This is an optimization exercise on Yosys and OpenROAD, whose aim is a short achievable clock period, not a production implementation. Where RTL was checked, it was by simulation tests only, not by an equivalence proof against the original. For runs 1 and 2, only the layout was checked, not whether the RTL still works. In every run shown here, the design's own scripts or RTL, not TritonCTS, make the clock network. No driver is modelled on the clock port, so clock power and skew are understated where the tree is cut down; a real chip needs a root buffer or a tree. Power figures rest on the tool's default switching activity, not on a simulated workload.

==> flow/design.v <==
module ccsds_rx (
    input  wire        clk,
    input  wire        rst,             
    input  wire        in_valid,
    input  wire [7:0]  in_byte,
    input  wire        in_kind,         
    input  wire [8:0]  in_blen,         
    output reg         out_valid,
    output reg  [7:0]  out_byte,
    output reg         out_vc,          
    output reg         done,
    output reg  [1:0]  status,          
    output reg         frame_kind,
    output reg  [8:0]  frame_len,
    output reg  [7:0]  data_len,
    output reg  [15:0] ecf,
    output wire        bp_type,
    output wire [6:0]  bp_apid,
    output wire        bp_ecf_flag,
    output wire [3:0]  tf_tfvn,
    output wire [15:0] tf_scid,
    output wire        tf_sdid,
    output wire [5:0]  tf_vcid,
    output wire [3:0]  tf_mapid,
    output wire        tf_end_flag,
    output wire        tf_bypass,
    output wire        tf_command,
    output wire        tf_ocf,
    output wire [2:0]  tf_vc_length,
    output wire [2:0]  tf_constr_rule,
    output wire [4:0]  tf_protocol_id
);
    localparam [1:0] ST_OK = 2'd0, ST_LEN = 2'd1, ST_CRC = 2'd2;
    function [15:0] crc_step;
        input [15:0] reg_in;
        input [7:0]  b;
        integer k;
        reg [15:0] r;
        begin
            r = reg_in ^ {b, 8'h00};
            for (k = 0; k < 8; k = k + 1) begin
                if (r[15])
                    r = {r[14:0], 1'b0} ^ 16'h1021;
                else
                    r = {r[14:0], 1'b0};
            end
            crc_step = r;
        end
    endfunction
    function [3:0] dec4;                  
        input [3:0] x;
        integer k;
        begin
            dec4 = 4'd0;
            for (k = 0; k < 16; k = k + 1)
                if (x == k) dec4 = k - 1;
        end
    endfunction
    function [3:0] inc4;                  
        input [3:0] x;
        integer k;
        begin
            inc4 = 4'd0;
            for (k = 0; k < 16; k = k + 1)
                if (x == k) inc4 = k + 1;
        end
    endfunction
    function [4:0] dec5;                  
        input [4:0] x;
        input [1:0] d;
        reg [4:0] m1, m2;
        begin
            m1 = x ^ {~x[3] & ~x[2] & ~x[1] & ~x[0], ~x[2] & ~x[1] & ~x[0],
                      ~x[1] & ~x[0], ~x[0], 1'b1};
            m2 = {x[4:1] ^ {~x[3] & ~x[2] & ~x[1], ~x[2] & ~x[1], ~x[1], 1'b1}, x[0]};
            dec5 = d[1] ? m2 : (d[0] ? m1 : x);
        end
    endfunction
    function [3:0] subc4;                 
        input [3:0] x;
        input integer c;
        integer k;
        begin
            subc4 = 4'd0;
            for (k = 0; k < 16; k = k + 1)
                if (x == k) subc4 = k - c;
        end
    endfunction
    function [4:0] inc5;                  
        input [4:0] x;
        begin
            inc5 = x ^ {x[3] & x[2] & x[1] & x[0], x[2] & x[1] & x[0],
                        x[1] & x[0], x[0], 1'b1};
        end
    endfunction
    function lt5;                         
        input [4:0] a, b;
        integer i;
        reg e;
        begin
            lt5 = 1'b0;
            e = 1'b1;
            for (i = 4; i >= 0; i = i - 1) begin
                lt5 = lt5 | (e & ~a[i] & b[i]);
                e = e & ((a[i] & b[i]) | (~a[i] & ~b[i]));
            end
        end
    endfunction
    function lt10v;
        input [4:0] x;
        input [2:0] v;
        integer k;
        begin
            lt10v = (x[4:3] == 2'b00) | (x[4:1] == 4'b0100);
            for (k = 10; k <= 16; k = k + 1)
                lt10v = lt10v | ((x == k) & (v > k - 10));
        end
    endfunction
    reg rst_r;
    always @(posedge clk) rst_r <= rst;
    reg        s_v;
    reg [7:0]  s_b;
    reg        s_k;
    reg [8:0]  s_n;
    reg        s_m1a, s_mcf, s_mfc, s_m1d;
    reg        s_bp_short;      
    reg        s_bp_lastn1;     
    reg [4:0]  s_tf_hi, s_tf_him1, s_tf_him2;
    reg        s_tf_hz, s_tf_hz1;
    reg [4:0]  s_bp_hi, s_bp_him1, s_bp_him2;
    reg        s_bp_hz, s_bp_hz1;
    always @(posedge clk) begin
        s_v         <= in_valid & ~rst;
        s_b         <= in_byte;
        s_k         <= in_kind;
        s_n         <= in_blen;
        s_m1a       <= (in_byte == 8'h1A);
        s_mcf       <= (in_byte == 8'hCF);
        s_mfc       <= (in_byte == 8'hFC);
        s_m1d       <= (in_byte == 8'h1D);
        s_bp_short  <= (in_byte[6:2] == 5'd0) & (in_byte[7] | ~(in_byte[1] & in_byte[0]));
        s_bp_lastn1 <= (in_byte[6:0] == 7'd3) & ~in_byte[7];
        s_tf_hi     <= in_blen[8:4];
        s_tf_him1   <= dec5(in_blen[8:4], 2'd1);
        s_tf_him2   <= dec5(in_blen[8:4], 2'd2);
        s_tf_hz     <= (in_blen[8:4] == 5'd0);
        s_tf_hz1    <= (in_blen[8:4] == 5'd1);
        s_bp_hi     <= {2'b00, in_byte[6:4]};
        s_bp_him1   <= dec5({2'b00, in_byte[6:4]}, 2'd1);
        s_bp_him2   <= dec5({2'b00, in_byte[6:4]}, 2'd2);
        s_bp_hz     <= (in_byte[6:4] == 3'd0);
        s_bp_hz1    <= (in_byte[6:4] == 3'd1);
    end
    reg        in_frame;
    reg [1:0]  hunt;            
    reg        first;           
    reg        bp1;             
    reg        lastn;           
    reg        kind;
    reg [4:0]  c_hi, c_him1, c_him2;    
    reg        c_hz, c_hz1;             
    reg [3:0]  c_lo;
    reg [3:0]  ix_lo;           
    reg [4:0]  ix_hi, ix_hip1, ix_hip2;
    reg [8:0]  pos;             
    wire fb     = s_v & in_frame;
    wire hb     = s_v & ~in_frame;
    wire s_tf_last0  = s_tf_hz & (s_n[3:0] == 4'd1);    
    wire s_tf_lastn0 = s_tf_hz & (s_n[3:0] == 4'd2);    
    wire lastc  = first ? (s_k & s_tf_last0) : (bp1 ? s_bp_short : lastn);
    wire marker = (hunt == 2'd3) & s_m1d;
    reg [1:0] hunt_next;
    always @(*) begin
        if (hunt == 2'd1 && s_mcf)      hunt_next = 2'd2;
        else if (hunt == 2'd2 && s_mfc) hunt_next = 2'd3;
        else if (s_m1a)                 hunt_next = 2'd1;
        else                            hunt_next = 2'd0;
    end
    wire c_lo0  = (c_lo == 4'd0);
    wire ix_lo15 = (ix_lo == 4'd15);
    wire c_step = fb & ~first & ~bp1;           
    wire c_load = fb & (first | bp1);
    wire c_wrap = c_step & c_lo0;
    always @(posedge clk) begin
        in_frame <= ~rst_r & ((fb & ~lastc) | (hb & marker) | (~s_v & in_frame));
        hunt     <= {2{~rst_r}} & (({$bits(hunt){(hb)}} & (marker ? 2'd0 : hunt_next)) | ({$bits(hunt){~(hb)}} & (hunt)));
        first    <= (({$bits(first){(s_v)}} & (~in_frame)) | ({$bits(first){~(s_v)}} & (first)));
        bp1      <= (({$bits(bp1){(s_v)}} & (in_frame & first & ~s_k)) | ({$bits(bp1){~(s_v)}} & (bp1)));
        pos      <= (({$bits(pos){(s_v)}} & (in_frame ? {pos[7:0], 1'b0} : 9'd1)) | ({$bits(pos){~(s_v)}} & (pos)));
        ix_lo    <= (({$bits(ix_lo){(s_v)}} & (in_frame ? inc4(ix_lo) : 4'd0)) | ({$bits(ix_lo){~(s_v)}} & (ix_lo)));
        ix_hi    <= (({$bits(ix_hi){(hb | (fb & ix_lo15))}} & (in_frame ? ix_hip1 : 5'd0)) | ({$bits(ix_hi){~(hb | (fb & ix_lo15))}} & (ix_hi)));
        ix_hip1  <= (({$bits(ix_hip1){(hb | (fb & ix_lo15))}} & (in_frame ? ix_hip2 : 5'd1)) | ({$bits(ix_hip1){~(hb | (fb & ix_lo15))}} & (ix_hip1)));
        ix_hip2  <= (({$bits(ix_hip2){(hb | (fb & ix_lo15))}} & (in_frame ? inc5(ix_hip2) : 5'd2)) | ({$bits(ix_hip2){~(hb | (fb & ix_lo15))}} & (ix_hip2)));
        kind     <= (({$bits(kind){(fb & first)}} & (s_k)) | ({$bits(kind){~(fb & first)}} & (kind)));
        lastn    <= 
(({$bits(lastn){(fb)}} & (first ? (s_k & s_tf_lastn0)                                    : (bp1 ? s_bp_lastn1                                           : (c_hz & (kind ? (c_lo == 4'd3) : (c_lo == 4'd4)))))) | ({$bits(lastn){~(fb)}} & (lastn)));
        c_lo     <= (({$bits(c_lo){(fb)}} & (first ? s_n[3:0] : (bp1 ? s_b[3:0] : dec4(c_lo)))) | ({$bits(c_lo){~(fb)}} & (c_lo)));
        c_hi     <= (({$bits(c_hi){(c_load | c_wrap)}} & (first ? s_tf_hi   : (bp1 ? s_bp_hi   : c_him1))) | ({$bits(c_hi){~(c_load | c_wrap)}} & (c_hi)));
        c_him1   <= (({$bits(c_him1){(c_load | c_wrap)}} & (first ? s_tf_him1 : (bp1 ? s_bp_him1 : c_him2))) | ({$bits(c_him1){~(c_load | c_wrap)}} & (c_him1)));
        c_him2   <= (({$bits(c_him2){(c_load | c_wrap)}} & (first ? s_tf_him2 : (bp1 ? s_bp_him2 : dec5(c_him2, 2'd1)))) | ({$bits(c_him2){~(c_load | c_wrap)}} & (c_him2)));
        c_hz     <= (({$bits(c_hz){(c_load | c_wrap)}} & (first ? s_tf_hz   : (bp1 ? s_bp_hz   : c_hz1))) | ({$bits(c_hz){~(c_load | c_wrap)}} & (c_hz)));
        c_hz1    <= (({$bits(c_hz1){(c_load | c_wrap)}} & (first ? s_tf_hz1  : (bp1 ? s_bp_hz1  : (c_him2 == 5'd0)))) | ({$bits(c_hz1){~(c_load | c_wrap)}} & (c_hz1)));
    end
    reg        t0_v, t0_fr, t0_last, t0_kind, t0_first;
    reg [7:0]  t0_hsel;         
    reg [3:0]  t0_ixlo;
    reg [4:0]  t0_ixhi;
    reg [8:0]  t0_n;
    reg [7:0]  t0_b;
    always @(posedge clk) begin
        t0_v    <= s_v & ~rst_r;
        t0_fr   <= fb;
        t0_last <= lastc;
        t0_first <= first;
        t0_kind <= first ? s_k : kind;
        t0_hsel <= {8{fb}} & pos[7:0];
        t0_ixlo <= ix_lo;
        t0_ixhi <= ix_hi;
        t0_n    <= s_n;
        t0_b    <= s_b;
    end
    reg [7:0]  hdr0, hdr1, hdr2, hdr3, hdr4, hdr5, hdr6;
    reg [8:0]  fn;              
    reg        fkind;
    always @(posedge clk) begin
        hdr0  <= (({$bits(hdr0){(t0_hsel[0])}} & (t0_b)) | ({$bits(hdr0){~(t0_hsel[0])}} & (hdr0)));
        fn    <= (({$bits(fn){(t0_hsel[0])}} & (t0_n)) | ({$bits(fn){~(t0_hsel[0])}} & (fn)));
        fkind <= (({$bits(fkind){(t0_hsel[0])}} & (t0_kind)) | ({$bits(fkind){~(t0_hsel[0])}} & (fkind)));
        hdr1  <= (({$bits(hdr1){(t0_hsel[1])}} & (t0_b)) | ({$bits(hdr1){~(t0_hsel[1])}} & (hdr1)));
        hdr2  <= (({$bits(hdr2){(t0_hsel[2])}} & (t0_b)) | ({$bits(hdr2){~(t0_hsel[2])}} & (hdr2)));
        hdr3  <= (({$bits(hdr3){(t0_hsel[3])}} & (t0_b)) | ({$bits(hdr3){~(t0_hsel[3])}} & (hdr3)));
        hdr4  <= (({$bits(hdr4){(t0_hsel[4])}} & (t0_b)) | ({$bits(hdr4){~(t0_hsel[4])}} & (hdr4)));
        hdr5  <= (({$bits(hdr5){(t0_hsel[5])}} & (t0_b)) | ({$bits(hdr5){~(t0_hsel[5])}} & (hdr5)));
        hdr6  <= (({$bits(hdr6){(t0_hsel[6])}} & (t0_b)) | ({$bits(hdr6){~(t0_hsel[6])}} & (hdr6)));
    end
    reg        t1_v, t1_fr, t1_last, t1_kind, t1_first;
    reg        t1_r0, t1_r1;    
    reg        t1_lt2, t1_lt5, t1_eq4, t1_lt8, t1_ge7;
    reg        t1_small;        
    reg [3:0]  t1_ixlo;
    reg [4:0]  t1_ixhi;
    reg [7:0]  t1_b;
    wire       ixz = (t0_ixhi == 5'd0);
    always @(posedge clk) begin
        t1_v     <= t0_v & ~rst_r;
        t1_fr    <= t0_fr;
        t1_last  <= t0_last;
        t1_first <= t0_first;
        t1_kind  <= t0_kind;
        t1_r0    <= c_hz & (t0_kind ? (c_lo == 4'd1) : (c_lo == 4'd2));
        t1_r1    <= c_hz & (t0_kind ? (c_lo == 4'd2) : (c_lo == 4'd3));
        t1_small <= ixz;
        t1_lt2   <= ixz & ~t0_ixlo[3] & ~t0_ixlo[2] & ~t0_ixlo[1];
        t1_lt5   <= ixz & ~t0_ixlo[3] & (~t0_ixlo[2] | (~t0_ixlo[1] & ~t0_ixlo[0]));
        t1_eq4   <= ixz & (t0_ixlo == 4'd4);
        t1_lt8   <= ixz & ~t0_ixlo[3];
        t1_ge7   <= ~ixz | t0_ixlo[3] | (t0_ixlo[2] & t0_ixlo[1] & t0_ixlo[0]);
        t1_ixlo  <= t0_ixlo;
        t1_ixhi  <= t0_ixhi;
        t1_b     <= t0_b;
    end
    wire        bp_e   = hdr1[7];
    wire [6:0]  bp_l   = hdr1[6:0];
    wire        ef     = hdr3[0];
    wire [2:0]  vl     = hdr6[2:0];
    wire [15:0] tl     = {hdr4, hdr5};
    reg        d_bpe, d_ef, d_kind;
    reg [8:0]  d_flen;
    reg [3:0]  d_vend;          
    reg        a_bperr, a_n4, a_n7, a_n256, a_tlbig, a_tlhz;
    reg [4:0]  a_tl5;
    reg [2:0]  a_vl;
    reg        a_gthi, a_eqhi;              
    reg [3:0]  a_tlo, a_nlo;
    reg [4:0]  a_lmhi;
    reg [3:0]  a_lm2lo, a_lm1lo;
    reg        a_lm2b, a_lm1b;
    always @(posedge clk) begin
        d_bpe     <= ~fkind & bp_e;
        d_ef      <= fkind & ef;
        d_kind    <= fkind;
        d_vend    <= subc4({1'b0, vl}, -7);
        d_flen    <= !fkind ? {2'b00, bp_l} : (ef ? fn : tl[8:0]);
        a_bperr   <= (bp_l[6:2] == 5'd0) & (bp_e | ~bp_l[1]);
        a_n4      <= (fn[8:2] == 7'd0);
        a_n7      <= (fn[8:3] == 6'd0) & ~(fn[2] & fn[1] & fn[0]);
        a_n256    <= fn[8] & (fn[7:0] != 8'd0);
        a_tlbig   <= (tl[15:9] != 7'd0) | (tl[8] & (tl[7:0] != 8'd0));
        a_tlhz    <= (tl[15:5] == 11'd0);
        a_tl5     <= tl[4:0];
        a_vl      <= {3{fkind}} & vl;
        a_gthi    <= lt5(fn[8:4], tl[8:4]);
        a_eqhi    <= (tl[8:4] == fn[8:4]);
        a_tlo     <= tl[3:0];
        a_nlo     <= fn[3:0];
        a_lmhi    <= tl[8:4];
        a_lm2lo   <= subc4(tl[3:0], 2);
        a_lm2b    <= (tl[3:1] == 3'd0);
        a_lm1lo   <= dec4(tl[3:0]);
        a_lm1b    <= (tl[3:0] == 4'd0);
    end
    reg        e_lenerr0;       
    reg        e_tlgtn;         
    reg        e_tlsmall;       
    reg [8:0]  e_lm2, e_lm1;    
    reg        e_kind, e_ef;
    always @(posedge clk) begin
        if (!d_kind)
            e_lenerr0 <= a_bperr;
        else if (d_ef)
            e_lenerr0 <= a_n4 | a_n7 | a_n256;
        else
            e_lenerr0 <= a_n4 | a_n7 | a_tlbig;
        e_tlsmall <= a_tlhz & lt10v(a_tl5, a_vl);
        e_tlgtn <= a_gthi | (a_eqhi & lt5({1'b0, a_nlo}, {1'b0, a_tlo}));
        e_lm2   <= {dec5(a_lmhi, {1'b0, a_lm2b}), a_lm2lo};
        e_lm1   <= {dec5(a_lmhi, {1'b0, a_lm1b}), a_lm1lo};
        e_kind  <= d_kind;
        e_ef    <= d_ef;
    end
    reg        d_lenerr;
    always @(posedge clk)
        d_lenerr <= e_lenerr0 | (e_kind & ~e_ef & (e_tlgtn | e_tlsmall));
    reg        t2_v, t2_fr, t2_last, t2_kind, t2_first;
    reg        t2_r0, t2_r1, t2_lt2, t2_lt5, t2_eq4, t2_lt8, t2_ge7, t2_small;
    reg [3:0]  t2_ixlo;
    reg [4:0]  t2_ixhi;
    reg [7:0]  t2_b;
    always @(posedge clk) begin
        t2_v     <= t1_v & ~rst_r;
        t2_fr    <= t1_fr;
        t2_last  <= t1_last;
        t2_first <= t1_first;
        t2_kind  <= t1_kind;
        t2_r0    <= t1_r0;
        t2_r1    <= t1_r1;
        t2_lt2   <= t1_lt2;
        t2_lt5   <= t1_lt5;
        t2_eq4   <= t1_eq4;
        t2_lt8   <= t1_lt8;
        t2_ge7   <= t1_ge7;
        t2_small <= t1_small;
        t2_ixlo  <= t1_ixlo;
        t2_ixhi  <= t1_ixhi;
        t2_b     <= t1_b;
    end
    reg        t3_v, t3_fr, t3_last, t3_kind, t3_first;
    reg        t3_r0, t3_r1, t3_lt2, t3_lt5, t3_eq4, t3_lt8, t3_ge7;
    reg        t3_m2hi_eq, t3_m2hi_lt, t3_m2lo_eq, t3_m2lo_lt;
    reg        t3_m1hi_eq, t3_m1lo_eq;
    reg        t3_vlt, t3_veq;    
    reg [7:0]  t3_b;
    always @(posedge clk) begin
        t3_v       <= t2_v & ~rst_r;
        t3_fr      <= t2_fr;
        t3_last    <= t2_last;
        t3_first   <= t2_first;
        t3_kind    <= t2_kind;
        t3_r0      <= t2_r0;
        t3_r1      <= t2_r1;
        t3_lt2     <= t2_lt2;
        t3_lt5     <= t2_lt5;
        t3_eq4     <= t2_eq4;
        t3_lt8     <= t2_lt8;
        t3_ge7     <= t2_ge7;
        t3_m2hi_eq <= (t2_ixhi == e_lm2[8:4]);
        t3_m2hi_lt <= lt5(t2_ixhi, e_lm2[8:4]);
        t3_m2lo_eq <= (t2_ixlo == e_lm2[3:0]);
        t3_m2lo_lt <= lt5({1'b0, t2_ixlo}, {1'b0, e_lm2[3:0]});
        t3_m1hi_eq <= (t2_ixhi == e_lm1[8:4]);
        t3_m1lo_eq <= (t2_ixlo == e_lm1[3:0]);
        t3_vlt     <= t2_small & lt5({1'b0, t2_ixlo}, {1'b0, d_vend});
        t3_veq     <= t2_small & (t2_ixlo == d_vend);
        t3_b       <= t2_b;
    end
    wire m2_lt = t3_m2hi_lt | (t3_m2hi_eq & t3_m2lo_lt);     
    wire m2_eq = t3_m2hi_eq & t3_m2lo_eq;                    
    wire m1_eq = t3_m1hi_eq & t3_m1lo_eq;                    
    wire r_ge2 = ~t3_r0 & ~t3_r1;
    reg  c_range, c_data, c_vc, c_thi, c_tlo, c_df;
    always @(*) begin
        c_range = 1'b0; c_data = 1'b0; c_vc = 1'b0;
        c_thi = 1'b0; c_tlo = 1'b0; c_df = 1'b0;
        if (!t3_kind) begin
            c_range = t3_lt2 | r_ge2;
            c_data  = ~t3_lt2 & (~d_bpe | r_ge2);
            c_thi   = ~t3_lt2 & d_bpe & t3_r1;
            c_tlo   = ~t3_lt2 & d_bpe & t3_r0;
        end else if (d_ef) begin
            c_range = r_ge2;
            c_data  = ~t3_lt5 & r_ge2;
            c_tlo   = t3_r1;
            c_thi   = t3_r0;
            c_df    = t3_eq4;
        end else begin
            c_range = t3_lt8 | m2_lt;
            c_vc    = t3_ge7 & t3_vlt;
            c_df    = t3_veq;
            c_data  = ~t3_vlt & ~t3_veq & m2_lt;
            c_thi   = m2_eq;
            c_tlo   = m1_eq;
        end
    end
    wire       t3_f = t3_v & t3_fr;
    reg        t4_upd, t4_hold, t4_f, t4_last, t4_kind, t4_pay, t4_vc;
    reg        t4_thi, t4_tlo, t4_df;
    reg [7:0]  t4_b;
    reg [15:0] t4_u;
    always @(posedge clk) begin
        t4_upd  <= t3_f & c_range & ~rst_r;
        t4_hold <= ~t3_v | rst_r | (t3_fr & ~c_range);
        t4_f    <= t3_f & ~rst_r;
        t4_last <= t3_last;
        t4_kind <= t3_kind;
        t4_pay  <= t3_f & ~rst_r & (c_data | c_vc) & ~d_lenerr;
        t4_vc   <= c_vc;
        t4_thi  <= c_thi;
        t4_tlo  <= c_tlo;
        t4_df   <= c_df;
        t4_b    <= t3_b;
        t4_u    <= crc_step(16'h0000, t3_b);
    end
    reg [15:0] crc;
    reg [7:0]  thi, tlo, hdf;
    reg        eqhi, eqlo;
    always @(posedge clk) begin
        out_valid <= t4_pay & ~rst & ~rst_r;
        out_byte  <= t4_b;
        out_vc    <= t4_vc;
        crc <= ({16{t4_upd}} & (crc_step(crc, 8'h00) ^ t4_u)) |
               ({16{t4_hold}} & crc);
        thi  <= (({$bits(thi){(t4_f & t4_thi)}} & (t4_b)) | ({$bits(thi){~(t4_f & t4_thi)}} & (thi)));
        eqhi <= (({$bits(eqhi){(t4_f & t4_thi)}} & ((t4_b == crc[15:8]))) | ({$bits(eqhi){~(t4_f & t4_thi)}} & (eqhi)));
        tlo  <= (({$bits(tlo){(t4_f & t4_tlo)}} & (t4_b)) | ({$bits(tlo){~(t4_f & t4_tlo)}} & (tlo)));
        eqlo <= (({$bits(eqlo){(t4_f & t4_tlo)}} & (t4_b == crc[7:0])) | ({$bits(eqlo){~(t4_f & t4_tlo)}} & (eqlo)));
        hdf  <= (({$bits(hdf){(t4_f & t4_df)}} & (t4_b)) | ({$bits(hdf){~(t4_f & t4_df)}} & (hdf)));
    end
    reg [3:0]  dc_lo, dc_hi;
    reg        t4_data, t4_first;
    always @(posedge clk) begin
        t4_data  <= c_data;
        t4_first <= t3_first;
    end
    wire       dc_cnt = t4_f & t4_data;
    wire [7:0] dl_next = {(({$bits(dc_hi){(dc_cnt & (dc_lo == 4'd15))}} & (inc4(dc_hi))) | ({$bits(dc_hi){~(dc_cnt & (dc_lo == 4'd15))}} & (dc_hi))),
                          (({$bits(dc_lo){(dc_cnt)}} & (inc4(dc_lo))) | ({$bits(dc_lo){~(dc_cnt)}} & (dc_lo)))};
    always @(posedge clk) begin
        dc_lo <= (t4_f & t4_first) ? 4'd0 : dl_next[3:0];
        dc_hi <= (t4_f & t4_first) ? 4'd0 : dl_next[7:4];
    end
    reg        t5_end, t5_kind, t5_lenerr;
    always @(posedge clk) begin
        t5_end    <= t4_f & t4_last & ~rst_r;
        t5_kind   <= t4_kind;
        t5_lenerr <= d_lenerr;
    end
    reg [7:0] o_h0, o_h1, o_h2, o_h3, o_h6, o_df;
    always @(posedge clk) begin
        done <= t5_end & ~rst & ~rst_r;
        if (t5_lenerr)
            status <= ST_LEN;
        else if ((t5_kind | d_bpe) && !(eqhi && eqlo))
            status <= ST_CRC;
        else
            status <= ST_OK;
        frame_kind <= t5_kind;
        frame_len  <= d_flen;
        data_len   <= dl_next;
        ecf        <= {thi, tlo};
        o_h0 <= hdr0;
        o_h1 <= hdr1;
        o_h2 <= hdr2;
        o_h3 <= hdr3;
        o_h6 <= hdr6;
        o_df <= hdf;
    end
    assign bp_type        = o_h0[7];
    assign bp_apid        = o_h0[6:0];
    assign bp_ecf_flag    = o_h1[7];
    assign tf_tfvn        = o_h0[7:4];
    assign tf_scid        = {o_h0[3:0], o_h1, o_h2[7:4]};
    assign tf_sdid        = o_h2[3];
    assign tf_vcid        = {o_h2[2:0], o_h3[7:5]};
    assign tf_mapid       = o_h3[4:1];
    assign tf_end_flag    = o_h3[0];
    assign tf_bypass      = o_h6[7];
    assign tf_command     = o_h6[6];
    assign tf_ocf         = o_h6[3];
    assign tf_vc_length   = o_h6[2:0];
    assign tf_constr_rule = o_df[7:5];
    assign tf_protocol_id = o_df[4:0];
endmodule
==> flow/flow/run.sh <==
#!/bin/bash
# The standard layout (standard.sh), with one change: the clock tree is built
# by flow/clocktree.tcl (run as ORFS's pre-CTS hook) in place of
# clock_tree_synthesis: the clock port drives 4 root inverters, each drives
# 8 leaf inverters, each a compact group of flip-flops, so every flip-flop
# sees the clock through two inversions. All of make's output goes to
# flow_make.log; each ORFS step keeps its own log under orfs/logs.
set -euo pipefail
export PRE_CTS_TCL="$PWD/flow/clocktree.tcl"
export CT_ROOTS=4 CT_LEAVES=32
export CT_ROOT_CELL=sky130_fd_sc_hd__clkinv_16 CT_LEAF_CELL=sky130_fd_sc_hd__clkinv_8
bash standard.sh finish > flow_make.log 2>&1
==> flow/flow/clocktree.tcl <==
# Pre-CTS hook: a two-level clock tree built by hand. The clock port drives
# a few root buffers, each root a few leaf buffers, each leaf a compact
# group of flip-flops (recursive bisection of the flip-flop positions).
# Every flip-flop is two cells from the port (two buffers, or two inverters
# with CT_ROOT_CELL / CT_LEAF_CELL), so the clock arrives at all
# of them at about the same time. clock_tree_synthesis then has nothing to do.

set ::ct_roots  [expr {[info exists ::env(CT_ROOTS)]  ? $::env(CT_ROOTS)  : 2}]
set ::ct_leaves [expr {[info exists ::env(CT_LEAVES)] ? $::env(CT_LEAVES) : 16}]
set ::ct_rmaster [expr {[info exists ::env(CT_ROOT_CELL)] ? $::env(CT_ROOT_CELL) : "sky130_fd_sc_hd__clkbuf_16"}]
set ::ct_lmaster [expr {[info exists ::env(CT_LEAF_CELL)] ? $::env(CT_LEAF_CELL) : "sky130_fd_sc_hd__clkbuf_16"}]

set ::ct_block [ord::get_db_block]
set ::ct_db    [ord::get_db]
set ::ct_clk   [$::ct_block findNet clk]
set ::ct_rbuf  [$::ct_db findMaster $::ct_rmaster]
set ::ct_lbuf  [$::ct_db findMaster $::ct_lmaster]

proc ct_center {it} {
    set inst [$it getInst]
    set bb [$inst getBBox]
    return [list [expr {([$bb xMin] + [$bb xMax]) / 2}] [expr {([$bb yMin] + [$bb yMax]) / 2}]]
}

# split a list of {x y item} into 2^levels groups of equal size
proc ct_bisect {pts levels} {
    if {$levels == 0 || [llength $pts] < 2} { return [list $pts] }
    set xs [lmap p $pts {lindex $p 0}]
    set ys [lmap p $pts {lindex $p 1}]
    set dx [expr {[tcl::mathfunc::max {*}$xs] - [tcl::mathfunc::min {*}$xs]}]
    set dy [expr {[tcl::mathfunc::max {*}$ys] - [tcl::mathfunc::min {*}$ys]}]
    set k [expr {$dx >= $dy ? 0 : 1}]
    set s [lsort -integer -index $k $pts]
    set h [expr {[llength $s] / 2}]
    return [concat [ct_bisect [lrange $s 0 [expr {$h - 1}]] [expr {$levels - 1}]] \
                   [ct_bisect [lrange $s $h end] [expr {$levels - 1}]]]
}

proc ct_centroid {pts} {
    set sx 0; set sy 0
    foreach p $pts { set sx [expr {$sx + [lindex $p 0]}]; set sy [expr {$sy + [lindex $p 1]}] }
    set n [llength $pts]
    return [list [expr {$sx / $n}] [expr {$sy / $n}]]
}

proc ct_make_buf {master name x y} {
    set inst [odb::dbInst_create $::ct_block $master $name]
    set w [$master getWidth]
    set h [$master getHeight]
    $inst setLocation [expr {$x - $w / 2}] [expr {$y - $h / 2}]
    $inst setPlacementStatus PLACED
    return $inst
}

proc ct_out {inst} {
    foreach it [$inst getITerms] {
        if {[$it isOutputSignal]} { return $it }
    }
    error "clocktree: no output on [$inst getName]"
}

proc ct_make_net {name} {
    
    set net [odb::dbNet_create $::ct_block $name]
    $net setSigType CLOCK
    return $net
}

set sinks {}
foreach it [$::ct_clk getITerms] {
    lappend sinks [concat [ct_center $it] [list $it]]
}
puts "clocktree: [llength $sinks] sinks, $::ct_roots roots, $::ct_leaves leaves"

set per_root [expr {$::ct_leaves / $::ct_roots}]
set root_levels [expr {int(round(log($::ct_roots) / log(2)))}]
set leaf_levels [expr {int(round(log($per_root) / log(2)))}]
set ri 0
set li 0
foreach rgroup [ct_bisect $sinks $root_levels] {
    set lgroups [ct_bisect $rgroup $leaf_levels]
    set lcent {}
    foreach g $lgroups { lappend lcent [ct_centroid $g] }
    set rc [ct_centroid $lcent]
    set rnet [ct_make_net "clknet_root_$ri"]
    set rinst [ct_make_buf $::ct_rbuf "clkbuf_root_$ri" {*}$rc]
    [$rinst findITerm A] connect $::ct_clk
    [ct_out $rinst] connect $rnet
    foreach g $lgroups c $lcent {
        set lnet [ct_make_net "clknet_leaf_$li"]
        set linst [ct_make_buf $::ct_lbuf "clkbuf_leaf_$li" {*}$c]
        [$linst findITerm A] connect $rnet
        [ct_out $linst] connect $lnet
        foreach p $g {
            set it [lindex $p 2]
            $it disconnect
            $it connect $lnet
        }
        incr li
    }
    incr ri
}
global_connect
set_propagated_clock [all_clocks]

# the tree is built: clock_tree_synthesis has nothing left to do, and an
# inverter pair in the tree must stay as it is
proc repair_clock_inverters {args} {
    puts "clocktree: repair_clock_inverters skipped"
}
proc clock_tree_synthesis {args} {
    puts "clocktree: clock_tree_synthesis skipped, tree built by hand"
}
==> flow/standard.sh <==
#!/bin/bash
# synth_recipe.tcl (not shown) runs the flow's synth.tcl, then flattens the netlist and writes it again
# the make line also repeats each setting of config.mk as NAME=value (left out here)
make -C /OpenROAD-flow-scripts/flow DESIGN_CONFIG=/design/flow/config.mk WORK_HOME=/design/flow/orfs CLKGATE_MAP_FILE= SYNTH_SCRIPT=/design/flow/synth_recipe.tcl "${@:-finish}"
==> flow/config.mk <==
export PLATFORM = sky130hd
export DESIGN_NAME = ccsds_rx
export DESIGN_NICKNAME = ccsds_rx
export VERILOG_FILES = /design/flow/design.v
export SDC_FILE = /design/flow/constraint.sdc
export NUM_CORES = 4
export LEC_CHECK = 0
export ABC_CLOCK_PERIOD_IN_PS = 1300
export CAP_MARGIN = 20
export CORE_MARGIN = 2
export CORE_UTILIZATION = 60
export SETUP_SLACK_MARGIN = 2.8
export SLEW_MARGIN = 20
export TNS_END_PERCENT = 100
==> flow/constraint.sdc <==
create_clock -name core_clock -period 4.0 [get_ports {clk}]
set_input_delay 0.8000 -clock core_clock [delete_from_list [all_inputs] [get_ports {clk}]]
set_output_delay 0.8000 -clock core_clock [all_outputs]
set_load 0.01 [all_outputs]
==> results_dict.tcl, run 1 <==
set metrics [dict create \
    status "timing/DRC/antenna clean" \
    finalMaxSlewViolations 0 \
    drive_gt1_frac 0.3066 \
    cts_hold_buffers 0 \
    synth_edf_count 130 \
    ys_top_cells_by_area "dfxtp_1 (51%), edfxtp_1 (26%), xnor2_1 (3.1%)" \
    drt_iter0_markers 469 \
    finalCritPeriodShare 0.4017 \
    synth_warnings 1 \
    start_util 0.6089 \
    syn_inst 1078 \
    dieArea_um2 26700 \
    grt-ovfl-total 0 \
    design_area_um2 18320 \
    fill_cells 1697 \
    synth_top_area_cell "dfxtp_1" \
    wl_mm 26.68 \
    powerDensity_nw_per_um2 431.7 \
    core_area_um2 25040 \
    worst_path_largest_cell_delay_ns 0.50 \
    hold_path_class "reg -> reg" \
    grt_pass1_wl_mm 40.77 \
    placed_cell_area_um2 16780 \
    hold_viol 0 \
    die_w_um 163.4 \
    peakVddDrop_mv 0.3586 \
    cp_data_required_time_ns 4.03 \
    critical_path_class "reg -> reg" \
    rsz0062_at_grt "yes" \
    rows 58 \
    multi_input_area_um2 3702 \
    end_kind "flip-flop" \
    cp_max_fo 4 \
    antenna_found_initial 2 \
    period_needed_ns 1.607 \
    seqCellArea_um2 11790 \
    relSlewSlack 0.6008 \
    synth_seq_cells 518 \
    portBuffers 122 \
    antenna_left 0 \
    synthMostInstantiatedCell "dfxtp_1" \
    grt_max_degree 19 \
    die_h_um 163.4 \
    drt_pass1_iterations 4 \
    clk_latency_ns 0.22 \
    syn_area_um2 15240 \
    power_mw 7.908 \
    grt_pass1_vias 7938 \
    synth_nets 1109 \
    crit_arrival_ns 1.64 \
    cp_cell_sequence "buf_4 -> or4b_1 -> nand2_1 -> a32oi_1 -> o32ai_1" \
    area.growth.synth_to_final_pct 20.16 \
    max_freq_mhz 622.4 \
    synth-seq-area-share 0.7656 \
    fin_worst_skew_ns 0.009695 \
    p_leak_nw 7.155 \
    start_kind "flip-flop" \
    ioPinCount 123 \
    yosysTopAreaCellShare 0.5095 \
    slowest_stage "or4b_1" \
    ys.flop_type "dfxtp_1" \
    antennaDiodeCount 0 \
    avgViaCountPerCell 5.069 \
    tightest_slew_ns 0.5979 \
    cap_violations 0 \
    post_synth_most_frequent_cells "dfxtp_1 (388), edfxtp_1 (130), nand2_1 (63)" \
    fin_nets 1305 \
    vias 8121 \
    path_clk_slew_ns 0.07 \
    globalRouteTotalUtil 0.1938 \
    avgSynthCellArea_um2 14.14 \
    ys_types 70 \
    setup_tns_ns 0 \
    drc 0 \
    synth-async-reset-ratio 0 \
    dp_hpwl_mm 16.57 \
    wl_per_cell_um 16.66 \
    gp_congestion 0.7809 \
    finalSetupViolCount 0 \
]
-- path summary, 6_finish.rpt --
check | from | to | slack [ns] | depth (start not counted)
max reg2reg | flip-flop | flip-flop | 2.39 | 5
min | t3_last | t4_last | 0.32 | 0
min reg2reg | t3_last | t4_last | 0.32 | 0
max | flip-flop | flip-flop | 2.39 | 5
-- where the power goes --
part / switching (mW) / internal (mW) / leakage (nW)
sequential: 0.0703 / 5.44 / 4.42
combinational: 0.0790 / 0.0930 / 2.47
clock: 1.84 / 0.394 / 0.266
-- placed cells by master, fill, tap and decap left out, types with 9 or more instances in the layout --
cell type,n
nand3_1,11
xor2_1,39
edfxtp_1,130
dfxtp_1,310
a21oi_1,22
o21ai_1,18
buf_2,56
nor2_1,39
nand2_1,60
and3_1,9
o21ai_0,15
inv_1,31
buf_6,65
and2_1,20
xnor2_1,44
mux2i_1,16
nand4_1,10
dfxtp_4,9
nand2b_1,13
dfxtp_2,69
nor2b_1,17
xnor2_2,10
buf_4,55
clkinv_8,32
-- kinds of logic after synthesis --
group,count (synthesis),synth area share
mux,19,0.01272
xor+xnor,96,0.05515
flops,518,0.7656
fa+ha+maj,13,0.01034
simple gates,258,0.09348
compound gates,102,0.04137
buf+inv,72,0.02134
-- per-stage QoR --
step | std cells | hold WS (ns) | util | worst slack, ns
floorplan | 1078 | 0.3096 | - | 2.418
global placement | 1497 | 0.3097 | 0.6702 | 1.910
detailed placement | 1497 | 0.3121 | 0.6702 | 1.890
CTS | 1585 | 0.3205 | 0.7105 | 2.496
global route | 1602 | 0.3197 | 0.7316 | 2.356
finish | 1602 | 0.3199 | 0.7316 | 2.393
-- worst max-delay path, delay by kind of cell, from the launching register on --
family	cells	cell delay [ns]
compound gates	2	0.26
flops	1	0.40
simple gates	2	0.60
buf+inv	1	0.17
-- cell type report --
type,instances,area share
sequential,518,0.6437
multi-input combinational,488,0.2021
timing repair buffer,191,0.08811
inverter,75,0.04351
tap,330,0.02254
-- routing by layer --
layer,GRT usage,vias to the layer above,share of wire
met5,0,-,0
met4,0.06637,0,0.031
li1,-,4011,-
met2,0.3364,187,0.50
met3,0.01905,59,0.040
met1,0.2563,3864,0.43
-- what timing repair did --
item,CTS,global route
setup buffers,51,17
pin swaps,30,32
gates resized for setup,579,110
gates cloned,1,0
setup endpoints to repair,292,186
==> run 2: changes to the inputs <==
==> flow/config.mk (replaced) <==
export PLATFORM = sky130hd
export DESIGN_NAME = ccsds_rx
export DESIGN_NICKNAME = ccsds_rx
export VERILOG_FILES = /design/flow/design.v
export SDC_FILE = /design/flow/constraint.sdc
export NUM_CORES = 4
export LEC_CHECK = 0
export ABC_CLOCK_PERIOD_IN_PS = 1100
export CAP_MARGIN = 20
export CORE_MARGIN = 2
export CORE_UTILIZATION = 60
export SETUP_SLACK_MARGIN = 3.0
export SLEW_MARGIN = 20
export TNS_END_PERCENT = 100
==> run 2 against run 1 <==
Critical path type unchanged. Design area increased by 9.4%. Still clean on timing, DRC and antenna. Synthesized area unchanged. Synthesized cell count is the same. Largest cell class unchanged. Cell count up 3.6%.
==> results_dict.tcl, run 2 <==
set metrics [dict create \
    status "timing/DRC/antenna clean" \
    syn_area_um2 15240 \
    final_util 0.8001 \
    dieArea_um2 26700 \
    pwr-share-clk 0.281 \
    ys_top_cells_by_area "dfxtp_1 (51%), edfxtp_1 (26%), xnor2_1 (3.1%)" \
    crit_arrival_ns 1.46 \
    relSlewSlack 0.6380 \
    synth_nets 1109 \
    finalCritPeriodShare 0.3803 \
    synthMostInstantiatedCell "dfxtp_1" \
    antenna_left 0 \
    setup_tns_ns 0 \
    grt_pass1_vias 8298 \
    antenna_found_initial 0 \
    yosysTopAreaCellShare 0.5095 \
    synth-seq-area-share 0.7656 \
    final_common_cell "dfxtp_1" \
    min_to "t3_lt2" \
    portBuffers 122 \
    grt_max_degree 19 \
    placed_cell_area_um2 17070 \
    fin_worst_skew_ns 0.008299 \
    hold_viol 0 \
    synth-async-reset-ratio 0 \
    avgViaCountPerCell 5.107 \
    avgSynthCellArea_um2 14.14 \
    final_cell_mix "dfxtp_1 (236), buf_6 (148), edfxtp_1 (130)" \
    synth_seq_cells 518 \
    grt_pass1_wl_mm 43.49 \
    vias 8477 \
    design_area_um2 20030 \
    fin_nets 1363 \
    drive_gt1_frac 0.4504 \
    globalRouteTotalUtil 0.2087 \
    finalSetupViolCount 0 \
    crit_buf_inv 1 \
    cap_violations 0 \
    p_seq_frac 0.689 \
    wl_mm 29.31 \
    ys_types 70 \
    gp_congestion 0.8087 \
    start_util 0.6089 \
    hold_depth 0 \
    cts_hold_buffers 0 \
    max_freq_mhz 657.4 \
    crit_family "simple AND/OR/NAND/NOR gates" \
    hold_path_class "reg -> reg" \
    critical_path_class "reg -> reg" \
    dp_hpwl_mm 16.89 \
    crit_cells 4 \
    post_synth_most_frequent_cells "dfxtp_1 (388), edfxtp_1 (130), nand2_1 (63)" \
    core_area_um2 25040 \
    synth_edf_count 130 \
    ys.flop_type "dfxtp_1" \
    cp_data_required_time_ns 3.94 \
    area.growth.synth_to_final_pct 31.40 \
    rsz0062_at_grt "yes" \
    power_switching_share 0.2540 \
    period_needed_ns 1.521 \
    post-place-cells 1497 \
    reg2reg_slack_ns 2.48 \
    powerDensity_nw_per_um2 399.0 \
    synth_warnings 1 \
    antennaDiodeCount 0 \
    clk_latency_ns 0.22 \
    path_clk_slew_ns 0.07 \
    start_kind "flip-flop" \
    p_switching_mw 2.030 \
    hold_start "t2_lt2" \
    worst_path_largest_cell_delay_ns 0.42 \
    p_leak_nw 7.800 \
    peakVddDrop_mv 0.3533 \
    reg2regPathDepth 4 \
    drt_pass1_iterations 5 \
    fin_cells 1660 \
    slowest_stage "or3_4" \
    p_int_mw 5.963 \
    drc 0 \
    synth_top_area_cell "dfxtp_1" \
    wl_per_cell_um 17.66 \
    syn_inst 1078 \
    die_w_um 163.4 \
    finalMaxSlewViolations 0 \
    pwr-share-comb 0.030 \
    drt_iter0_markers 435 \
    tightest_slew_ns 0.5423 \
    rows 58 \
    ioPinCount 123 \
    cp_cell_sequence "or3_4 -> nor2_4 -> o31a_1 -> buf_12" \
    grt-ovfl-total 0 \
    cp_max_fo 7 \
    end_kind "flip-flop" \
    die_h_um 163.4 \
]
[run 2: worst max-delay path by stage]
stage | startpoint | endpoint | slack [ns]
after floorplan | flip-flop | flip-flop | 2.42
after global placement | in_byte[5] | s_m1a | 1.79
after detailed placement | in_byte[5] | s_m1a | 1.75
after CTS | flip-flop | flip-flop | 2.50
after global routing | flip-flop | flip-flop | 2.43
final | flip-flop | flip-flop | 2.48
[run 2: power groups by stage]
stage | sequential [mW] | clock (mW) | combinational, mW
floorplan | 5.60 | 0 | 0.101
global placement | 5.64 | 0 | 0.147
detailed placement | 5.64 | 0 | 0.150
CTS | 5.50 | 2.31 | 0.212
global route | 5.52 | 2.52 | 0.261
finish | 5.51 | 2.24 | 0.243
[run 2: repair_timing]
item	CTS	global route
buffers inserted	84	38
setup endpoints to repair	358	300
pin swaps	79	75
cloned	3	2
gates resized for setup	769	117
[run 2: per-layer routing]
metal,share of wire,track usage
met5,0,0
met4,0.027,0.05672
met1,0.40,0.2630
met2,0.51,0.3748
met3,0.061,0.03276
[run 2: cells by family (layout without fill, tap and decap cells)]
family	after synthesis	count (layout)	share of synthesized area
DFF	518	518	0.7656
xor gates and xnor gates	96	96	0.05515
and+or+nand+nor	258	260	0.09348
adders and majority gates	13	13	0.01034
muxes	19	19	0.01272
AOI/OAI and AO/OA	102	102	0.04137
buffers and inverters	72	322	0.02134
[run 2: area by class of cell]
class	count	area, µm²
fill	1449	5005
inverter	75	840.8
multi-input combinational	490	4303
sequential	518	11930
tap	330	412.9
timing repair buffer	247	2546
[run 2: through the flow]
step                      total power, mW  setup WS (ns)  hold slack (ns)
after detailed placement            5.790          1.753           0.3120
after global placement              5.783          1.786           0.3097
after floorplan                     5.705          2.418           0.3095
after global routing                8.297          2.431           0.3195
after CTS                           8.024          2.505           0.3183
final                               7.994          2.479           0.3214
==> run 3: changes to the inputs <==
--- a/flow/design.v
+++ b/flow/design.v
@@ -183,23 +183,23 @@
     wire c_wrap = c_step & c_lo0;
     always @(posedge clk) begin
         in_frame <= ~rst_r & ((fb & ~lastc) | (hb & marker) | (~s_v & in_frame));
-        hunt     <= {2{~rst_r}} & (({$bits(hunt){(hb)}} & (marker ? 2'd0 : hunt_next)) | ({$bits(hunt){~(hb)}} & (hunt)));
-        first    <= (({$bits(first){(s_v)}} & (~in_frame)) | ({$bits(first){~(s_v)}} & (first)));
-        bp1      <= (({$bits(bp1){(s_v)}} & (in_frame & first & ~s_k)) | ({$bits(bp1){~(s_v)}} & (bp1)));
-        pos      <= (({$bits(pos){(s_v)}} & (in_frame ? {pos[7:0], 1'b0} : 9'd1)) | ({$bits(pos){~(s_v)}} & (pos)));
-        ix_lo    <= (({$bits(ix_lo){(s_v)}} & (in_frame ? inc4(ix_lo) : 4'd0)) | ({$bits(ix_lo){~(s_v)}} & (ix_lo)));
-        ix_hi    <= (({$bits(ix_hi){(hb | (fb & ix_lo15))}} & (in_frame ? ix_hip1 : 5'd0)) | ({$bits(ix_hi){~(hb | (fb & ix_lo15))}} & (ix_hi)));
-        ix_hip1  <= (({$bits(ix_hip1){(hb | (fb & ix_lo15))}} & (in_frame ? ix_hip2 : 5'd1)) | ({$bits(ix_hip1){~(hb | (fb & ix_lo15))}} & (ix_hip1)));
-        ix_hip2  <= (({$bits(ix_hip2){(hb | (fb & ix_lo15))}} & (in_frame ? inc5(ix_hip2) : 5'd2)) | ({$bits(ix_hip2){~(hb | (fb & ix_lo15))}} & (ix_hip2)));
-        kind     <= (({$bits(kind){(fb & first)}} & (s_k)) | ({$bits(kind){~(fb & first)}} & (kind)));
+        hunt     <= {2{~rst_r}} & ((hb) ? (marker ? 2'd0 : hunt_next) : (hunt));
+        first    <= ((s_v) ? (~in_frame) : (first));
+        bp1      <= ((s_v) ? (in_frame & first & ~s_k) : (bp1));
+        pos      <= ((s_v) ? (in_frame ? {pos[7:0], 1'b0} : 9'd1) : (pos));
+        ix_lo    <= ((s_v) ? (in_frame ? inc4(ix_lo) : 4'd0) : (ix_lo));
+        ix_hi    <= ((hb | (fb & ix_lo15)) ? (in_frame ? ix_hip1 : 5'd0) : (ix_hi));
+        ix_hip1  <= ((hb | (fb & ix_lo15)) ? (in_frame ? ix_hip2 : 5'd1) : (ix_hip1));
+        ix_hip2  <= ((hb | (fb & ix_lo15)) ? (in_frame ? inc5(ix_hip2) : 5'd2) : (ix_hip2));
+        kind     <= ((fb & first) ? (s_k) : (kind));
         lastn    <= 
-(({$bits(lastn){(fb)}} & (first ? (s_k & s_tf_lastn0)                                    : (bp1 ? s_bp_lastn1                                           : (c_hz & (kind ? (c_lo == 4'd3) : (c_lo == 4'd4)))))) | ({$bits(lastn){~(fb)}} & (lastn)));
-        c_lo     <= (({$bits(c_lo){(fb)}} & (first ? s_n[3:0] : (bp1 ? s_b[3:0] : dec4(c_lo)))) | ({$bits(c_lo){~(fb)}} & (c_lo)));
-        c_hi     <= (({$bits(c_hi){(c_load | c_wrap)}} & (first ? s_tf_hi   : (bp1 ? s_bp_hi   : c_him1))) | ({$bits(c_hi){~(c_load | c_wrap)}} & (c_hi)));
-        c_him1   <= (({$bits(c_him1){(c_load | c_wrap)}} & (first ? s_tf_him1 : (bp1 ? s_bp_him1 : c_him2))) | ({$bits(c_him1){~(c_load | c_wrap)}} & (c_him1)));
-        c_him2   <= (({$bits(c_him2){(c_load | c_wrap)}} & (first ? s_tf_him2 : (bp1 ? s_bp_him2 : dec5(c_him2, 2'd1)))) | ({$bits(c_him2){~(c_load | c_wrap)}} & (c_him2)));
-        c_hz     <= (({$bits(c_hz){(c_load | c_wrap)}} & (first ? s_tf_hz   : (bp1 ? s_bp_hz   : c_hz1))) | ({$bits(c_hz){~(c_load | c_wrap)}} & (c_hz)));
-        c_hz1    <= (({$bits(c_hz1){(c_load | c_wrap)}} & (first ? s_tf_hz1  : (bp1 ? s_bp_hz1  : (c_him2 == 5'd0)))) | ({$bits(c_hz1){~(c_load | c_wrap)}} & (c_hz1)));
+((fb) ? (first ? (s_k & s_tf_lastn0)                                    : (bp1 ? s_bp_lastn1                                           : (c_hz & (kind ? (c_lo == 4'd3) : (c_lo == 4'd4))))) : (lastn));
+        c_lo     <= ((fb) ? (first ? s_n[3:0] : (bp1 ? s_b[3:0] : dec4(c_lo))) : (c_lo));
+        c_hi     <= ((c_load | c_wrap) ? (first ? s_tf_hi   : (bp1 ? s_bp_hi   : c_him1)) : (c_hi));
+        c_him1   <= ((c_load | c_wrap) ? (first ? s_tf_him1 : (bp1 ? s_bp_him1 : c_him2)) : (c_him1));
+        c_him2   <= ((c_load | c_wrap) ? (first ? s_tf_him2 : (bp1 ? s_bp_him2 : dec5(c_him2, 2'd1))) : (c_him2));
+        c_hz     <= ((c_load | c_wrap) ? (first ? s_tf_hz   : (bp1 ? s_bp_hz   : c_hz1)) : (c_hz));
+        c_hz1    <= ((c_load | c_wrap) ? (first ? s_tf_hz1  : (bp1 ? s_bp_hz1  : (c_him2 == 5'd0))) : (c_hz1));
     end
     reg        t0_v, t0_fr, t0_last, t0_kind, t0_first;
     reg [7:0]  t0_hsel;         
@@ -223,15 +223,15 @@
     reg [8:0]  fn;              
     reg        fkind;
     always @(posedge clk) begin
-        hdr0  <= (({$bits(hdr0){(t0_hsel[0])}} & (t0_b)) | ({$bits(hdr0){~(t0_hsel[0])}} & (hdr0)));
-        fn    <= (({$bits(fn){(t0_hsel[0])}} & (t0_n)) | ({$bits(fn){~(t0_hsel[0])}} & (fn)));
-        fkind <= (({$bits(fkind){(t0_hsel[0])}} & (t0_kind)) | ({$bits(fkind){~(t0_hsel[0])}} & (fkind)));
-        hdr1  <= (({$bits(hdr1){(t0_hsel[1])}} & (t0_b)) | ({$bits(hdr1){~(t0_hsel[1])}} & (hdr1)));
-        hdr2  <= (({$bits(hdr2){(t0_hsel[2])}} & (t0_b)) | ({$bits(hdr2){~(t0_hsel[2])}} & (hdr2)));
-        hdr3  <= (({$bits(hdr3){(t0_hsel[3])}} & (t0_b)) | ({$bits(hdr3){~(t0_hsel[3])}} & (hdr3)));
-        hdr4  <= (({$bits(hdr4){(t0_hsel[4])}} & (t0_b)) | ({$bits(hdr4){~(t0_hsel[4])}} & (hdr4)));
-        hdr5  <= (({$bits(hdr5){(t0_hsel[5])}} & (t0_b)) | ({$bits(hdr5){~(t0_hsel[5])}} & (hdr5)));
-        hdr6  <= (({$bits(hdr6){(t0_hsel[6])}} & (t0_b)) | ({$bits(hdr6){~(t0_hsel[6])}} & (hdr6)));
+        hdr0  <= ((t0_hsel[0]) ? (t0_b) : (hdr0));
+        fn    <= ((t0_hsel[0]) ? (t0_n) : (fn));
+        fkind <= ((t0_hsel[0]) ? (t0_kind) : (fkind));
+        hdr1  <= ((t0_hsel[1]) ? (t0_b) : (hdr1));
+        hdr2  <= ((t0_hsel[2]) ? (t0_b) : (hdr2));
+        hdr3  <= ((t0_hsel[3]) ? (t0_b) : (hdr3));
+        hdr4  <= ((t0_hsel[4]) ? (t0_b) : (hdr4));
+        hdr5  <= ((t0_hsel[5]) ? (t0_b) : (hdr5));
+        hdr6  <= ((t0_hsel[6]) ? (t0_b) : (hdr6));
     end
     reg        t1_v, t1_fr, t1_last, t1_kind, t1_first;
     reg        t1_r0, t1_r1;    
@@ -429,11 +429,11 @@
         out_vc    <= t4_vc;
         crc <= ({16{t4_upd}} & (crc_step(crc, 8'h00) ^ t4_u)) |
                ({16{t4_hold}} & crc);
-        thi  <= (({$bits(thi){(t4_f & t4_thi)}} & (t4_b)) | ({$bits(thi){~(t4_f & t4_thi)}} & (thi)));
-        eqhi <= (({$bits(eqhi){(t4_f & t4_thi)}} & ((t4_b == crc[15:8]))) | ({$bits(eqhi){~(t4_f & t4_thi)}} & (eqhi)));
-        tlo  <= (({$bits(tlo){(t4_f & t4_tlo)}} & (t4_b)) | ({$bits(tlo){~(t4_f & t4_tlo)}} & (tlo)));
-        eqlo <= (({$bits(eqlo){(t4_f & t4_tlo)}} & (t4_b == crc[7:0])) | ({$bits(eqlo){~(t4_f & t4_tlo)}} & (eqlo)));
-        hdf  <= (({$bits(hdf){(t4_f & t4_df)}} & (t4_b)) | ({$bits(hdf){~(t4_f & t4_df)}} & (hdf)));
+        thi  <= ((t4_f & t4_thi) ? (t4_b) : (thi));
+        eqhi <= ((t4_f & t4_thi) ? ((t4_b == crc[15:8])) : (eqhi));
+        tlo  <= ((t4_f & t4_tlo) ? (t4_b) : (tlo));
+        eqlo <= ((t4_f & t4_tlo) ? (t4_b == crc[7:0]) : (eqlo));
+        hdf  <= ((t4_f & t4_df) ? (t4_b) : (hdf));
     end
     reg [3:0]  dc_lo, dc_hi;
     reg        t4_data, t4_first;
@@ -442,8 +442,8 @@
         t4_first <= t3_first;
     end
     wire       dc_cnt = t4_f & t4_data;
-    wire [7:0] dl_next = {(({$bits(dc_hi){(dc_cnt & (dc_lo == 4'd15))}} & (inc4(dc_hi))) | ({$bits(dc_hi){~(dc_cnt & (dc_lo == 4'd15))}} & (dc_hi))),
-                          (({$bits(dc_lo){(dc_cnt)}} & (inc4(dc_lo))) | ({$bits(dc_lo){~(dc_cnt)}} & (dc_lo)))};
+    wire [7:0] dl_next = {((dc_cnt & (dc_lo == 4'd15)) ? (inc4(dc_hi)) : (dc_hi)),
+                          ((dc_cnt) ? (inc4(dc_lo)) : (dc_lo))};
     always @(posedge clk) begin
         dc_lo <= (t4_f & t4_first) ? 4'd0 : dl_next[3:0];
         dc_hi <= (t4_f & t4_first) ? 4'd0 : dl_next[7:4];
==> run 3 against run 2 <==
Total power shrank 0.52%. Via count increased by 1.6%. Highest routed layer unchanged. Register-to-register slack worse by 0.08 ns. First-iteration DRC count up 40%. Synthesized area shrank 0.30%. Still clean on timing, DRC and antenna.
==> results_dict.tcl, run 3 <==
set metrics [dict create \
    vias 8614 \
    dieArea_um2 26620 \
    synth-async-reset-ratio 0 \
    die_w_um 163.2 \
    hold_start "d_flen[2]" \
    synth_seq_cells 518 \
    clk_latency_ns 0.22 \
    cap_violations 0 \
    cp_data_required_time_ns 4.02 \
    antennaDiodeCount 0 \
    end_kind "flip-flop" \
    powerDensity_nw_per_um2 391.3 \
    gp_congestion 0.7818 \
    hold_path_class "reg -> reg" \
    synth_edf_count 130 \
    synth_nets 1103 \
    multi_input_area_um2 4348 \
    post_synth_most_frequent_cells "dfxtp_1 (388), edfxtp_1 (130), xnor2_1 (59)" \
    finalSetupViolCount 0 \
    fin_worst_skew_ns 0.01315 \
    p_int_mw 5.948 \
    rr_startpoint "c_lo[1]" \
    wl_per_cell_um 18.07 \
    globalRouteTotalUtil 0.2118 \
    relSlewSlack 0.6632 \
    pwr-share-clk 0.280 \
    post-place-cells 1493 \
    hold_viol 0 \
    wl_mm 30.20 \
    avgViaCountPerCell 5.155 \
    synth-seq-area-share 0.7679 \
    hold_depth 0 \
    synth_top_area_cell "dfxtp_1" \
    fill_cells 1361 \
    cp_max_fo 3 \
    period_needed_ns 1.596 \
    cp-startpoint "c_lo[1]" \
    finalCritPeriodShare 0.3991 \
    die_h_um 163.2 \
    avgSynthCellArea_um2 14.18 \
    antenna_found_initial 0 \
    syn_area_um2 15200 \
    start_kind "flip-flop" \
    fin_cells 1671 \
    finalMaxSlewViolations 0 \
    ioPinCount 123 \
    ys_types 66 \
    p_seq_frac 0.692 \
    antenna_left 0 \
    drc 0 \
    worst_path_largest_cell_delay_ns 0.49 \
    power_mw 7.952 \
    pwr-share-comb 0.028 \
    peakVddDrop_mv 0.3590 \
    area.growth.synth_to_final_pct 33.71 \
    design_area_um2 20320 \
    critical_path_class "reg -> reg" \
    portBuffers 122 \
    rows 58 \
    final_common_cell "dfxtp_1" \
    ys.flop_type "dfxtp_1" \
    dp_hpwl_mm 17.30 \
    start_util 0.6070 \
    crit_buf_inv 1 \
    top_regs "crc (16), ecf (16)" \
    drive_gt1_frac 0.4691 \
    grt_pass1_vias 8359 \
    synth_warnings 1 \
    setup_ws_ns 2.404 \
    final_cell_mix "dfxtp_1 (237), buf_6 (160), edfxtp_1 (130)" \
    seqCellArea_um2 11930 \
    grt_max_degree 19 \
    syn_inst 1072 \
    rsz0062_at_grt "yes" \
    synthMostInstantiatedCell "dfxtp_1" \
    max_freq_mhz 626.4 \
    crit_cells 5 \
    drt_pass1_iterations 5 \
    place_ws_ns 1.746 \
    crit_family "simple AND/OR/NAND/NOR gates" \
    tightest_slew_ns 0.5045 \
    path_clk_slew_ns 0.07 \
    core_area_um2 25040 \
    slowest_stage "or4b_1" \
    drt_iter0_markers 608 \
    p_switching_mw 2.004 \
    power_switching_share 0.2520 \
    yosysTopAreaCellShare 0.5111 \
    cp_cell_sequence "buf_6 -> or4b_1 -> nand2_1 -> a32oi_1 -> o32ai_1" \
    status "timing/DRC/antenna clean" \
    reg2regPathDepth 5 \
    placed_cell_area_um2 17020 \
    fin_nets 1374 \
    crit_arrival_ns 1.62 \
    ys_top_cells_by_area "dfxtp_1 (51%), edfxtp_1 (26%), xnor2_1 (3.4%)" \
    grt_pass1_wl_mm 44.10 \
    setup_tns_ns 0 \
    p_leak_nw 7.923 \
    grt-ovfl-total 0 \
]
## run 3: logic make-up (layout without fill, tap and decap cells)
kind of cell / after synthesis / in the layout / share of synthesized area
AOI/OAI and AO/OA: 101 / 101 / 0.04075
xor gates and xnor gates: 97 / 97 / 0.05590
adders and majority gates: 13 / 13 / 0.01037
buffers and inverters: 71 / 338 / 0.02099
DFF: 518 / 518 / 0.7679
muxes: 19 / 19 / 0.01268
and+or+nand+nor: 253 / 255 / 0.09138
## run 3: cell type report
type | count | area share
Tap cell | 330 | 0.02032
Timing Repair Buffer | 261 | 0.1363
Sequential cell | 518 | 0.5868
Timing Repair inverter | 2 | 0.0009235
Inverter | 75 | 0.04174
Multi-Input combinational cell | 485 | 0.2140
## run 3: final timing paths
| path | end | slack [ns] |
|---|---|---|
| hold reg to reg | frame_len[2] | 0.32 |
| hold / removal | frame_len[2] | 0.32 |
| setup reg to reg | lastn | 2.40 |
| setup / recovery | lastn | 2.40 |
## run 3: repair_timing
item / CTS / global route
hold buffers: 0 / 0
setup endpoints to repair: 353 / 305
gates cloned: 5 / 3
resized for setup: 786 / 153
pin swaps: 84 / 72
buffers inserted: 103 / 31
## run 3: worst reg2reg max path: cells and delay by family (launching register included)
| family | cells | cell delay, ns |
|---|---|---|
| compound gates | 2 | 0.24 |
| buf+inv | 1 | 0.14 |
| flops | 1 | 0.42 |
| simple gates | 2 | 0.59 |
## run 3: routing by layer
| metal | share of wire | track usage | vias up |
|---|---|---|---|
| met5 | 0 | 0 | - |
| met4 | 0.027 | 0.04304 | 0 |
| met3 | 0.039 | 0.02057 | 56 |
| met2 | 0.51 | 0.3680 | 226 |
| met1 | 0.43 | 0.2929 | 4162 |
| li1 | - | - | 4170 |
## run 3: stage by stage
stage	hold slack (ns)	util
2_1_floorplan	0.3095	-
4_1_cts	0.3237	0.7763
5_1_grt	0.3304	0.8117
6_report	0.3235	0.8117
3_3_place_gp	0.3095	0.6797
3_5_place_dp	0.3120	0.6797
## run 3: power groups by stage
stage / Combinational (mW) / Clock [mW] / Sequential, mW
floorplan: 0.0919 / 0 / 5.60
global placement: 0.139 / 0 / 5.63
detailed placement: 0.142 / 0 / 5.63
CTS: 0.192 / 2.29 / 5.50
global route: 0.239 / 2.48 / 5.51
finish: 0.221 / 2.23 / 5.50

==> static timing again, ports no longer ideal <==
In the flow no input, the clock included, has a driving cell. The finished layouts below were timed again as built, in two steps. Step 1: set_driving_cell puts a clkbuf_16 on clk and a buf_2 on each other input, an assumption about the parent block. Step 2 times the ports against the registers' clock, not the clock port: input delays grow and output delays shrink by t, the midpoint of the rising clock arrivals with the driver on. Slacks: ideal / step 1 / step 2; pairs: ideal / step 1.
| run | shift t [ns] | setup WS [ns] | worst hold slack (ns) | latest minus earliest clock arrival (ns) |
|---|---|---|---|---|
| run 1 | 0.449 | 2.393 / 2.293 / 2.370 | 0.320 / 0.320 / 0.320 | 0.011 / 0.011 |
| run 2 | 0.450 | 2.479 / 2.291 / 2.356 | 0.321 / 0.322 / 0.322 | 0.010 / 0.010 |
| run 3 | 0.446 | 2.404 / 2.277 / 2.361 | 0.323 / 0.325 / 0.325 | 0.016 / 0.015 |
After both steps every run listed still meets setup and hold. For run 2, which loses most, drivers alone change the setup slack by -0.188 ns; drivers and shift together by -0.123 ns.
